Source: an optimization exercise on an open RTL-to-GDS flow (aim: small area, a short achievable clock period and few clock cycles). Production flows keep margins and buffers that such runs may drop.
Only simulation tests tie the RTL to the original design; equivalence was not proved.
Power figures rest on the tool's default switching activity, not on a simulated workload.

==> flow/design.v (excerpt) <==
module link_rx (
    input  wire        clk,
    input  wire        rst,
    input  wire        in_valid,
    output wire        in_ready,
    input  wire [7:0]  in_data,
    input  wire        cmd_valid,
    output wire        cmd_ready,
    input  wire [7:0]  cmd_op,
    input  wire [7:0]  cmd_id,
    input  wire [31:0] cmd_region,
    input  wire [7:0]  cmd_size,
    output reg         rsp_valid,
    output reg         rsp_bool,
    output wire [7:0]  rsp_val,
    output wire        mem_valid,
    input  wire        mem_ready,
    output wire [31:0] mem_addr,
    output wire [7:0]  mem_data
);
==> flow/config.mk <==
export PLATFORM = sky130hd
export DESIGN_NAME = link_rx
export DESIGN_NICKNAME = link_rx
export VERILOG_FILES = /design/flow/design.v
export SDC_FILE = /design/flow/constraint.sdc
export NUM_CORES = 4
export LEC_CHECK = 0
export ABC_CLOCK_PERIOD_IN_PS = 2800
export CAP_MARGIN = 20
export CORE_MARGIN = 2
export CORE_UTILIZATION = 64
export CTS_CLUSTER_DIAMETER = 85
export CTS_CLUSTER_SIZE = 26
export PLACE_DENSITY = 0.72
export SETUP_SLACK_MARGIN = 4.7
export SLEW_MARGIN = 20
export TNS_END_PERCENT = 100
==> flow/constraint.sdc <==
create_clock -name core_clock -period 7.5 [get_ports {clk}]
set_input_delay 1.5000 -clock core_clock [delete_from_list [all_inputs] [get_ports {clk}]]
set_output_delay 1.5000 -clock core_clock [all_outputs]
set_load 0.01 [all_outputs]
standard.sh (not shown) runs the stock make flow with config.mk's settings and CLKGATE_MAP_FILE= SYNTH_SCRIPT=/design/flow/synth_recipe.tcl, a recipe that flattens the netlist after the stock synthesis.
==> flow/flow/run.sh <==
#!/bin/bash
# The standard layout (standard.sh, the standard flow's own ORFS flow) with two changes:
# - the ports are buffered with sky130_fd_sc_hd__buf_4 instead of the cell
#   buffer_ports picks by itself (a clkdlybuf4s50_1 delay cell); every port
#   still gets its buffer and timing repair may resize it afterwards;
# - clock tree synthesis adds no dummy loads (same clustering settings as
#   config.mk's CTS_CLUSTER_SIZE / CTS_CLUSTER_DIAMETER).
set -euo pipefail
export BUFFER_PORTS_ARGS="-buffer_cell sky130_fd_sc_hd__buf_4"
export CTS_ARGS="-sink_clustering_enable -repair_clock_nets -sink_clustering_size 26 -sink_clustering_max_diameter 85 -dont_use_dummy_load"
bash standard.sh finish > standard.log 2>&1
Testbench counts at the start, summed over its fixed seeds: cycles 33,236.
Change:
ABC_CLOCK_PERIOD_IN_PS = 2600   (was 2800)
CORE_UTILIZATION = 62   (was 64)
PLACE_DENSITY = 0.75   (was 0.72)
SETUP_SLACK_MARGIN = 4.75   (was 4.7)
After rerunning: Routed wire length fell by 2.2%. Non-clock buffer count decreases by 11. Critical path depth is lower by 7. Cell area stays flat. Worst setup slack gets better by 42 ps. Synthesized cell count is unchanged. Power falls by 0.56%. Global-route usage goes down by 1.6 points. Hold slack hardly moves. Sequential power came out higher by about 0.8%. Final cell count hardly moves.


== run A ==
Another version of the RTL of link_rx (not shown whole).
Size in the first run: ~3100 cells after synthesis.
Settings: LEC_CHECK=0, ABC_CLOCK_PERIOD_IN_PS=2800, CAP_MARGIN=20, CORE_MARGIN=2, CORE_UTILIZATION=62, CTS_CLUSTER_DIAMETER=85, CTS_CLUSTER_SIZE=26, PLACE_DENSITY=0.75, SETUP_SLACK_MARGIN=4.7, SLEW_MARGIN=20, TNS_END_PERCENT=100; clock period 7.5 ns.
Scripts as last shown in full above: flow/flow/run.sh
Testbench counts of run A, summed over its fixed seeds: cycles 33,236.
### run A -> run B
- changing SETUP_SLACK_MARGIN from 4.7 to 4.8
- changing ABC_CLOCK_PERIOD_IN_PS from 2800 to 2500
==> comparison <==
- [run B] routed length on met3 fell about 20% relative to run A
- Run B vs. run A: number of filler instances in the final layout shows no meaningful change; global-route track usage on met3 shows a reduction of 0.98 points.
- Re cell area power density: run A was higher than run B.
- Between run A and run B, routing usage on met2 increased.
- Against run A as the reference, run B delivers a lower mean number of vias per cell.
- | total length of routed wires | run A vs run B | ≈ equal |
What run C does differently from run B at the input level:
- SETUP_SLACK_MARGIN: 4.8 -> 4.65
- ABC_CLOCK_PERIOD_IN_PS: 2500 -> 2800
[summary]
Run C: done, clean on timing, DRC and antenna
Clock slew seen by the registers of the worst setup and hold paths essentially unchanged between run C and run B.
Per the comparison of run C with run B, global-route usage essentially unchanged; number of buffers outside the clock class in the layout has decreased; final cell count lower; detailed route wirelength on metal3 rose by 3.5%.
Run comparison: run B highest routing layer actually used met5; run C highest routing layer actually used met4
Against run B, run C reports a smallest hold slack that is lower.
Run C vs. run B: peak supply drop moved up; final instance area decreased by 610 µm² relative to the old numbers.
The run showing the smaller total power is run C.
diff inputs: run C => run D
- SETUP_SLACK_MARGIN now 4.75, was 4.65
- ABC_CLOCK_PERIOD_IN_PS now 2650, was 2800
- CORE_UTILIZATION now 58, was 62
- PLACE_DENSITY now 0.72, was 0.75
Findings:
Taking run C as the reference, in run D leakage power figure went up by 0.23 nW; area of placed instances saw little to no change; proportion of total power due to net switching shows no meaningful change.


Another version of the RTL of link_rx (not shown whole).
Size: roughly 1100 flip-flops, roughly 120 I/O pins, ~0.047 sq mm of cells after synthesis.
==> flow/config.mk <==
export PLATFORM = sky130hd
export DESIGN_NAME = link_rx
export DESIGN_NICKNAME = link_rx
export VERILOG_FILES = /design/flow/design.v
export SDC_FILE = /design/flow/constraint.sdc
export NUM_CORES = 4
export LEC_CHECK = 0
export ABC_CLOCK_PERIOD_IN_PS = 2500
export CAP_MARGIN = 20
export CORE_MARGIN = 2
export CORE_UTILIZATION = 68
export CTS_CLUSTER_DIAMETER = 75
export CTS_CLUSTER_SIZE = 24
export PLACE_DENSITY = 0.8
export SETUP_SLACK_MARGIN = 4.8
export SLEW_MARGIN = 20
export TNS_END_PERCENT = 100
==> flow/constraint.sdc <==
create_clock -name core_clock -period 7.5 [get_ports {clk}]
set_input_delay 1.5000 -clock core_clock [delete_from_list [all_inputs] [get_ports {clk}]]
set_output_delay 1.5000 -clock core_clock [all_outputs]
set_load 0.01 [all_outputs]
==> flow/flow/run.sh <==
#!/bin/bash
# The standard layout (standard.sh, the standard flow's own ORFS flow) with two changes:
# - the ports are buffered with sky130_fd_sc_hd__buf_4 instead of the cell
#   buffer_ports picks by itself (a clkdlybuf4s50_1 delay cell); every port
#   still gets its buffer and timing repair may resize it afterwards;
# - clock tree synthesis adds no dummy loads (same clustering settings as
#   config.mk's CTS_CLUSTER_SIZE / CTS_CLUSTER_DIAMETER).
set -euo pipefail
export BUFFER_PORTS_ARGS="-buffer_cell sky130_fd_sc_hd__buf_4"
export CTS_ARGS="-sink_clustering_enable -repair_clock_nets -sink_clustering_size 24 -sink_clustering_max_diameter 75 -dont_use_dummy_load"
bash standard.sh finish > standard.log 2>&1
The starting point finished with timing, DRC and antenna clean.
Testbench counts at the start, summed over its fixed seeds: cycles 33,236.
Edit:
--- a/flow/flow/run.sh
+++ b/flow/flow/run.sh
@@ -8,4 +8,4 @@
 set -euo pipefail
 export BUFFER_PORTS_ARGS="-buffer_cell sky130_fd_sc_hd__buf_4"
-export CTS_ARGS="-sink_clustering_enable -repair_clock_nets -sink_clustering_size 24 -sink_clustering_max_diameter 75 -dont_use_dummy_load"
+export CTS_ARGS="-sink_clustering_enable -repair_clock_nets -sink_clustering_size 26 -sink_clustering_max_diameter 85 -dont_use_dummy_load"
 bash standard.sh finish > standard.log 2>&1
--- a/flow/config.mk
+++ b/flow/config.mk
@@ -9,9 +9,9 @@
 export CAP_MARGIN = 20
 export CORE_MARGIN = 2
-export CORE_UTILIZATION = 68
-export CTS_CLUSTER_DIAMETER = 75
-export CTS_CLUSTER_SIZE = 24
-export PLACE_DENSITY = 0.8
-export SETUP_SLACK_MARGIN = 4.8
+export CORE_UTILIZATION = 62
+export CTS_CLUSTER_DIAMETER = 85
+export CTS_CLUSTER_SIZE = 26
+export PLACE_DENSITY = 0.75
+export SETUP_SLACK_MARGIN = 4.9
 export SLEW_MARGIN = 20
 export TNS_END_PERCENT = 100
Outcome: The new run passed the timing, design-rule and antenna checks. Wire length barely changes. Non-clock buffer count goes up by 29. Total power is higher by about 0.33%. Via count hardly moves.
Edit:
--- a/flow/config.mk
+++ b/flow/config.mk
@@ -6,5 +6,5 @@
 export NUM_CORES = 4
 export LEC_CHECK = 0
-export ABC_CLOCK_PERIOD_IN_PS = 2500
+export ABC_CLOCK_PERIOD_IN_PS = 2800
 export CAP_MARGIN = 20
 export CORE_MARGIN = 2
@@ -13,5 +13,5 @@
 export CTS_CLUSTER_SIZE = 26
 export PLACE_DENSITY = 0.75
-export SETUP_SLACK_MARGIN = 4.9
+export SETUP_SLACK_MARGIN = 4.7
 export SLEW_MARGIN = 20
 export TNS_END_PERCENT = 100
The new run passed the timing, design-rule and antenna checks.
Die area stays the same.
Core utilization shrinks by 1.3 points.
Combinational power shrinks by a little under a tenth.
First-iteration DRC count shrinks by a little under a tenth.
Clock skew shrinks by 0.0093 ns.

what the ideal ports hide:
In the flow no input, the clock included, has a driving cell. The finished layouts below were timed again as built, in two steps. Step 1 assumes that a clkbuf_16 drives the clock port and a buf_2 every other input. Step 2 times the ports against the registers' clock, not the clock port: input delays grow and output delays shrink by t, the midpoint of the rising clock arrivals with the driver on. a / b / c = ideal ports / drivers / drivers and shift; a / b = the first two.
| run | t (ns) | setup WS [ns] | clock arrival spread, ns | worst register clock-pin slew, ns | worst data-port slew with drivers (ns) |
|---|---|---|---|---|---|
| the first run of note 1 | 0.684 | 4.706 / 4.652 / 4.264 | 0.088 / 0.088 | 0.11 / 0.11 | 0.05 |
| the second run of note 1 | 0.677 | 4.748 / 4.678 / 4.248 | 0.072 / 0.071 | 0.10 / 0.10 | 0.05 |
| run A | 0.688 | 4.739 / 4.672 / 4.220 | 0.042 / 0.042 | 0.11 / 0.11 | 0.06 |
| run B | 0.671 | 4.752 / 4.690 / 4.210 | 0.068 / 0.068 | 0.10 / 0.10 | 0.09 |
| run C | 0.682 | 4.652 / 4.627 / 4.177 | 0.069 / 0.069 | 0.11 / 0.11 | 0.08 |
| run D | 0.683 | 4.665 / 4.596 / 4.211 | 0.078 / 0.078 | 0.11 / 0.11 | 0.05 |
| the first run of note 3 | 0.691 | 4.704 / 4.639 / 4.257 | 0.082 / 0.081 | 0.10 / 0.10 | 0.05 |
| the second run of note 3 | 0.679 | 4.717 / 4.651 / 4.310 | 0.079 / 0.079 | 0.10 / 0.10 | 0.13 |
| the third run of note 3 | 0.696 | 4.627 / 4.555 / 4.076 | 0.068 / 0.068 | 0.10 / 0.10 | 0.13 |
After both steps setup and hold are still met in every run listed. For the third run of note 3, which loses most, drivers alone change the setup slack by -0.072 ns; drivers and shift together by -0.551 ns.
